From an optimization exercise on the open Yosys and OpenROAD flow, aimed at small area, a short achievable clock period and few clock cycles per item; shortcuts taken in it are not production practice. In this exercise RTL edits were held to simulation tests only and were not proved equivalent to the original.

==> job 132: inputs <==
==> flow/design.v (excerpt) <==
module fp_codec (
    input  wire         clk,
    input  wire         rst,
    input  wire         in_valid,
    output wire         in_ready,
    input  wire         in_op,
    input  wire [31:0]  in_word,
    input  wire         in_neg,
    input  wire [135:0] in_num,
    input  wire [135:0] in_den,
    output reg          out_valid,
    output reg          out_op,
    output reg  [31:0]  out_word,
    output reg  [1:0]   out_fault,
    output reg  [136:0] out_dec
);
export LEC_CHECK = 0
export CAP_MARGIN = 20
export CORE_MARGIN = 2
export CORE_UTILIZATION = 40
export PLACE_DENSITY = 0.6
export SETUP_SLACK_MARGIN = 5
export SLEW_MARGIN = 20
export SYNTH_MEMORY_MAX_BITS = 32768
create_clock -name core_clock -period 11.0 [get_ports {clk}]
run.sh (not shown) runs the stock make flow with config.mk's settings and CLKGATE_MAP_FILE= SYNTH_SCRIPT=/design/flow/synth_recipe.tcl, a recipe that flattens the netlist after the stock synthesis.
==> job 5608 (differences from job 132) <==
--- a/flow/design.v
+++ b/flow/design.v
@@ -113,20 +113,15 @@
     endfunction
     wire [WE-1:0] e_a;
     fpc_add #(.W(WE), .L(4)) u_ea (.a(rs[137 -: WE]), .b(rc[137 -: WE]), .cin(1'b0), .s(e_a));
     wire [2:0] t_qp, t_qn;
     fpc_qsel3 u_qsel (.a(e_a[WE-1:1]), .d(rd[134:131]), .qp(t_qp), .qn(t_qn));
     wire [1:0]    g1 = gsel(e_a[WE-1 -: 4]);
-    wire [WE-1:0] u_ts = rs[137 -: WE], u_tc = rc[137 -: WE];
     wire [WE-1:0] e1p, e1n;
-    wire [WE-1:0] u_ps = u_ts ^ u_tc ^ xp;
-    wire [WE-1:0] u_pc = {(u_ts[WE-2:0] & u_tc[WE-2:0]) | (u_ts[WE-2:0] & xp[WE-2:0]) | (u_tc[WE-2:0] & xp[WE-2:0]), 1'b0};
-    wire [WE-1:0] u_ns = u_ts ^ u_tc ^ xn;
-    wire [WE-1:0] u_nc = {(u_ts[WE-2:0] & u_tc[WE-2:0]) | (u_ts[WE-2:0] & xn[WE-2:0]) | (u_tc[WE-2:0] & xn[WE-2:0]), 1'b0};
-    fpc_add #(.W(WE), .L(4)) u_e1p (.a(u_ps), .b(u_pc), .cin(1'b0), .s(e1p));
-    fpc_add #(.W(WE), .L(4)) u_e1n (.a(u_ns), .b(u_nc), .cin(1'b0), .s(e1n));
+    fpc_add #(.W(WE), .L(4)) u_e1p (.a(e_a), .b(xp), .cin(1'b0), .s(e1p));
+    fpc_add #(.W(WE), .L(4)) u_e1n (.a(e_a), .b(xn), .cin(1'b0), .s(e1n));
     wire [WE-1:0] e1  = g1[1] ? e1p : g1[0] ? e1n : e_a;
     wire [WE-1:0] e8  = {e1[WE-4:0], 3'b000};
     wire [WE-1:0] f_pp, f_p0, f_pn, f_0p, f_0n, f_np, f_n0, f_nn;
     fpc_add #(.W(WE), .L(4)) u_fpp (.a(e8), .b(c_pp), .cin(1'b0), .s(f_pp));
     fpc_add #(.W(WE), .L(4)) u_fp0 (.a(e8), .b(x4p),  .cin(1'b0), .s(f_p0));
     fpc_add #(.W(WE), .L(4)) u_fpn (.a(e8), .b(c_pn), .cin(1'b0), .s(f_pn));
==> flow/config.mk (replaced) <==
export PLATFORM = sky130hd
export DESIGN_NAME = fp_codec
export DESIGN_NICKNAME = fp_codec
export VERILOG_FILES = /design/flow/design.v
export SDC_FILE = /design/flow/constraint.sdc
export NUM_CORES = 4
export LEC_CHECK = 0
export CAP_MARGIN = 20
export CORE_MARGIN = 2
export CORE_UTILIZATION = 55
export PLACE_DENSITY = 0.72
export SETUP_SLACK_MARGIN = 5
export SLEW_MARGIN = 20
export SYNTH_MEMORY_MAX_BITS = 32768
==> job 3638 (differences from job 132) <==
--- a/flow/design.v
+++ b/flow/design.v
@@ -19,17 +19,19 @@
     localparam FAULT_NONE      = 2'd0;
     localparam FAULT_OVERFLOW  = 2'd1;
     localparam FAULT_UNDERFLOW = 2'd2;
     wire take = in_valid & in_ready & ~rst;
     reg          a_n1, a_n2, a_rdy;    
     reg          b_div, b_fin, b_out;  
+    reg  [3:0]   ecnt;
+    wire         b_last = b_div & (ecnt == NDIV - 1);
     wire         a_has = a_n1 | a_n2 | a_rdy;
-    wire         a_go  = a_rdy & ~b_div;               
+    wire         a_go  = a_rdy & (~b_div | b_last);    
     wire         a_free = ~a_n1 & ~a_n2 & (~a_rdy | a_go);
     reg          d2_v, d3_v;
-    localparam integer QD = 6;
+    localparam integer QD = 5;
     reg  [31:0]  qw [0:QD-1];
     reg  [QD-1:0] qv;           
     reg  [1:0]   qc [0:QD-1];   
     wire         q_full  = qv[QD-1];
     wire         q_head  = qv[0] & ((qc[0] == 2'd0) | ((qc[0] == 2'd1) & b_fin));
     wire [1:0]   e_infl  = {1'b0, a_has} + {1'b0, b_div};    
@@ -79,13 +81,12 @@
     end
     always @(*) out_dec = {{104{d3_val[32]}}, d3_val} << d3_lsh;
     reg  [135:0] na, nd;
     reg  [7:0]   lzd;
     reg  signed [9:0] ebf;      
     reg          negf, zerof;
-    reg  [3:0]   ecnt;
     reg  [138:0] rs, rc;        
     reg  [135:0] rd;            
     reg          rp;            
     reg  [25:0]  rq, rqm;       
     reg  signed [9:0] eb;       
     reg          eneg, ezero;
@@ -113,20 +114,15 @@
     endfunction
     wire [WE-1:0] e_a;
     fpc_add #(.W(WE), .L(4)) u_ea (.a(rs[137 -: WE]), .b(rc[137 -: WE]), .cin(1'b0), .s(e_a));
     wire [2:0] t_qp, t_qn;
     fpc_qsel3 u_qsel (.a(e_a[WE-1:1]), .d(rd[134:131]), .qp(t_qp), .qn(t_qn));
     wire [1:0]    g1 = gsel(e_a[WE-1 -: 4]);
-    wire [WE-1:0] u_ts = rs[137 -: WE], u_tc = rc[137 -: WE];
     wire [WE-1:0] e1p, e1n;
-    wire [WE-1:0] u_ps = u_ts ^ u_tc ^ xp;
-    wire [WE-1:0] u_pc = {(u_ts[WE-2:0] & u_tc[WE-2:0]) | (u_ts[WE-2:0] & xp[WE-2:0]) | (u_tc[WE-2:0] & xp[WE-2:0]), 1'b0};
-    wire [WE-1:0] u_ns = u_ts ^ u_tc ^ xn;
-    wire [WE-1:0] u_nc = {(u_ts[WE-2:0] & u_tc[WE-2:0]) | (u_ts[WE-2:0] & xn[WE-2:0]) | (u_tc[WE-2:0] & xn[WE-2:0]), 1'b0};
-    fpc_add #(.W(WE), .L(4)) u_e1p (.a(u_ps), .b(u_pc), .cin(1'b0), .s(e1p));
-    fpc_add #(.W(WE), .L(4)) u_e1n (.a(u_ns), .b(u_nc), .cin(1'b0), .s(e1n));
+    fpc_add #(.W(WE), .L(4)) u_e1p (.a(e_a), .b(xp), .cin(1'b0), .s(e1p));
+    fpc_add #(.W(WE), .L(4)) u_e1n (.a(e_a), .b(xn), .cin(1'b0), .s(e1n));
     wire [WE-1:0] e1  = g1[1] ? e1p : g1[0] ? e1n : e_a;
     wire [WE-1:0] e8  = {e1[WE-4:0], 3'b000};
     wire [WE-1:0] f_pp, f_p0, f_pn, f_0p, f_0n, f_np, f_n0, f_nn;
     fpc_add #(.W(WE), .L(4)) u_fpp (.a(e8), .b(c_pp), .cin(1'b0), .s(f_pp));
     fpc_add #(.W(WE), .L(4)) u_fp0 (.a(e8), .b(x4p),  .cin(1'b0), .s(f_p0));
     fpc_add #(.W(WE), .L(4)) u_fpn (.a(e8), .b(c_pn), .cin(1'b0), .s(f_pn));
@@ -181,16 +177,29 @@
             else if (b < 10'sd0)
                 pack = {FAULT_UNDERFLOW, 32'd0};
             else
                 pack = {FAULT_NONE, neg, b[7:0], q[24] ? q[23:1] : q[22:0]};
         end
     endfunction
+    reg  [138:0] fs, fc;
+    reg  [25:0]  fq, fqm;
+    reg  signed [9:0] feb;
+    reg          fneg, fzero;
+    always @(posedge clk) if (b_last) begin
+        fs    <= ss[K];
+        fc    <= sc[K];
+        fq    <= sq[K];
+        fqm   <= sqm[K];
+        feb   <= eb;
+        fneg  <= eneg;
+        fzero <= ezero;
+    end
     wire         f_neg;
-    fpc_sign #(.W(139), .L(8)) u_sign (.a(rs), .b(rc), .s(f_neg));
-    wire [33:0]  f_wq  = pack(rq, eb, eneg, ezero);
-    wire [33:0]  f_wqm = pack(rqm, eb, eneg, ezero);
+    fpc_sign #(.W(139), .L(8)) u_sign (.a(fs), .b(fc), .s(f_neg));
+    wire [33:0]  f_wq  = pack(fq, feb, fneg, fzero);
+    wire [33:0]  f_wqm = pack(fqm, feb, fneg, fzero);
     always @(posedge clk) if (b_fin) {out_fault, out_word} <= f_neg ? f_wqm : f_wq;
     wire e_take = take & in_op;
     always @(posedge clk) begin
         if (rst) begin
             a_n1  <= 1'b0;
             a_n2  <= 1'b0;
@@ -203,14 +212,14 @@
         end else begin
             d2_v  <= d_issue;
             d3_v  <= d2_v;
             a_n1  <= e_take;
             a_n2  <= a_n1;
             a_rdy <= a_n2 | (a_rdy & ~a_go);
-            b_div <= a_go | (b_div & (ecnt != NDIV - 1));
-            b_fin <= b_div & (ecnt == NDIV - 1);
+            b_div <= a_go | (b_div & ~b_last);
+            b_fin <= b_last;
             b_out <= b_fin;
         end
     end
     always @(posedge clk) begin
         if (a_n1)        na <= nd;
         else if (a_n2)   na <= nrm_out;
==> flow/config.mk (replaced) <==
export PLATFORM = sky130hd
export DESIGN_NAME = fp_codec
export DESIGN_NICKNAME = fp_codec
export VERILOG_FILES = /design/flow/design.v
export SDC_FILE = /design/flow/constraint.sdc
export NUM_CORES = 4
export LEC_CHECK = 0
export CAP_MARGIN = 20
export CORE_MARGIN = 2
export CORE_UTILIZATION = 55
export PLACE_DENSITY = 0.72
export SETUP_SLACK_MARGIN = 5
export SLEW_MARGIN = 20
export SYNTH_MEMORY_MAX_BITS = 32768
==> summary of the runs <==
The highest count of clock-buffer cells in the layout belongs to job 3638, the lowest to job 132.
Wire length, highest first: job 3638, job 132, job 5608.
Area after synthesis: job 5608 < job 132 < job 3638.
Between job 132 and job 5608, the lower synthesized cell count is in job 5608 (gap about 1.8%, measured against job 5608).
Of job 5608 and job 3638, job 3638 has the higher utilization (gap 1.0 points).
==> figures <==
| quantity | job 5608 | job 3638 | job 132 |
|---|---|---|---|
| Result of the run | timing/DRC/antenna clean | timing/DRC/antenna clean | timing/DRC/antenna clean |
| Routed length on met2 | 143 mm | 168 mm | 155 mm |
| Share of the final layout cell area in sequential cells | 0.262 | 0.316 | 0.255 |
| Initial antenna violation count | 30 | 31 | 47 |
| Number of cells on the critical path | 30 | 31 | 34 |
| Setup slack of the most critical reg-to-reg path | 4.55 ns | 4.50 ns | 4.50 ns |
| Number of optimization iterations in the first detailed-route pass | 11 | 14 | 7 |
| Worst Reg2Reg Path Length in Cells | 30 | 31 | 34 |
| Relative slew slack | 0.236 | 0.117 | 0.0792 |
Testbench counts of job 132, summed over its fixed seeds: cycles 11,934, items 4,800.
Testbench counts of job 5608, summed over its fixed seeds: cycles 11,934, items 4,800.
Testbench counts of job 3638, summed over its fixed seeds: cycles 10,918, items 4,800.

[what the ideal ports hide]
The results above use ideal ports. As a check the final layouts listed here were re-extracted and re-timed, cells and wires unchanged. Step 1: set_driving_cell puts a clkbuf_16 on clk and a buf_2 on each other input, an assumption about the parent block. Step 2 also shifts input and output timing later by t, the mid clock arrival at the registers, as if the neighbouring blocks saw the same clock. a / b / c = no drivers / after step 1 / after step 2; a / b = the first two.
run | shift t [ns] | setup slack, ns | worst data-port slew with drivers (ns)
job 132 | 0.912 | 4.497 / 4.497 / 4.478 | 0.25
job 5608 | 0.869 | 4.554 / 4.554 / 4.449 | 0.26
job 3638 | 0.916 | 4.501 / 4.501 / 4.445 | 0.19
After both steps setup and hold are still met in every run listed. The setup slack of job 5608, which loses most, moves by 0.000 ns with the drivers and by -0.105 ns with both steps.
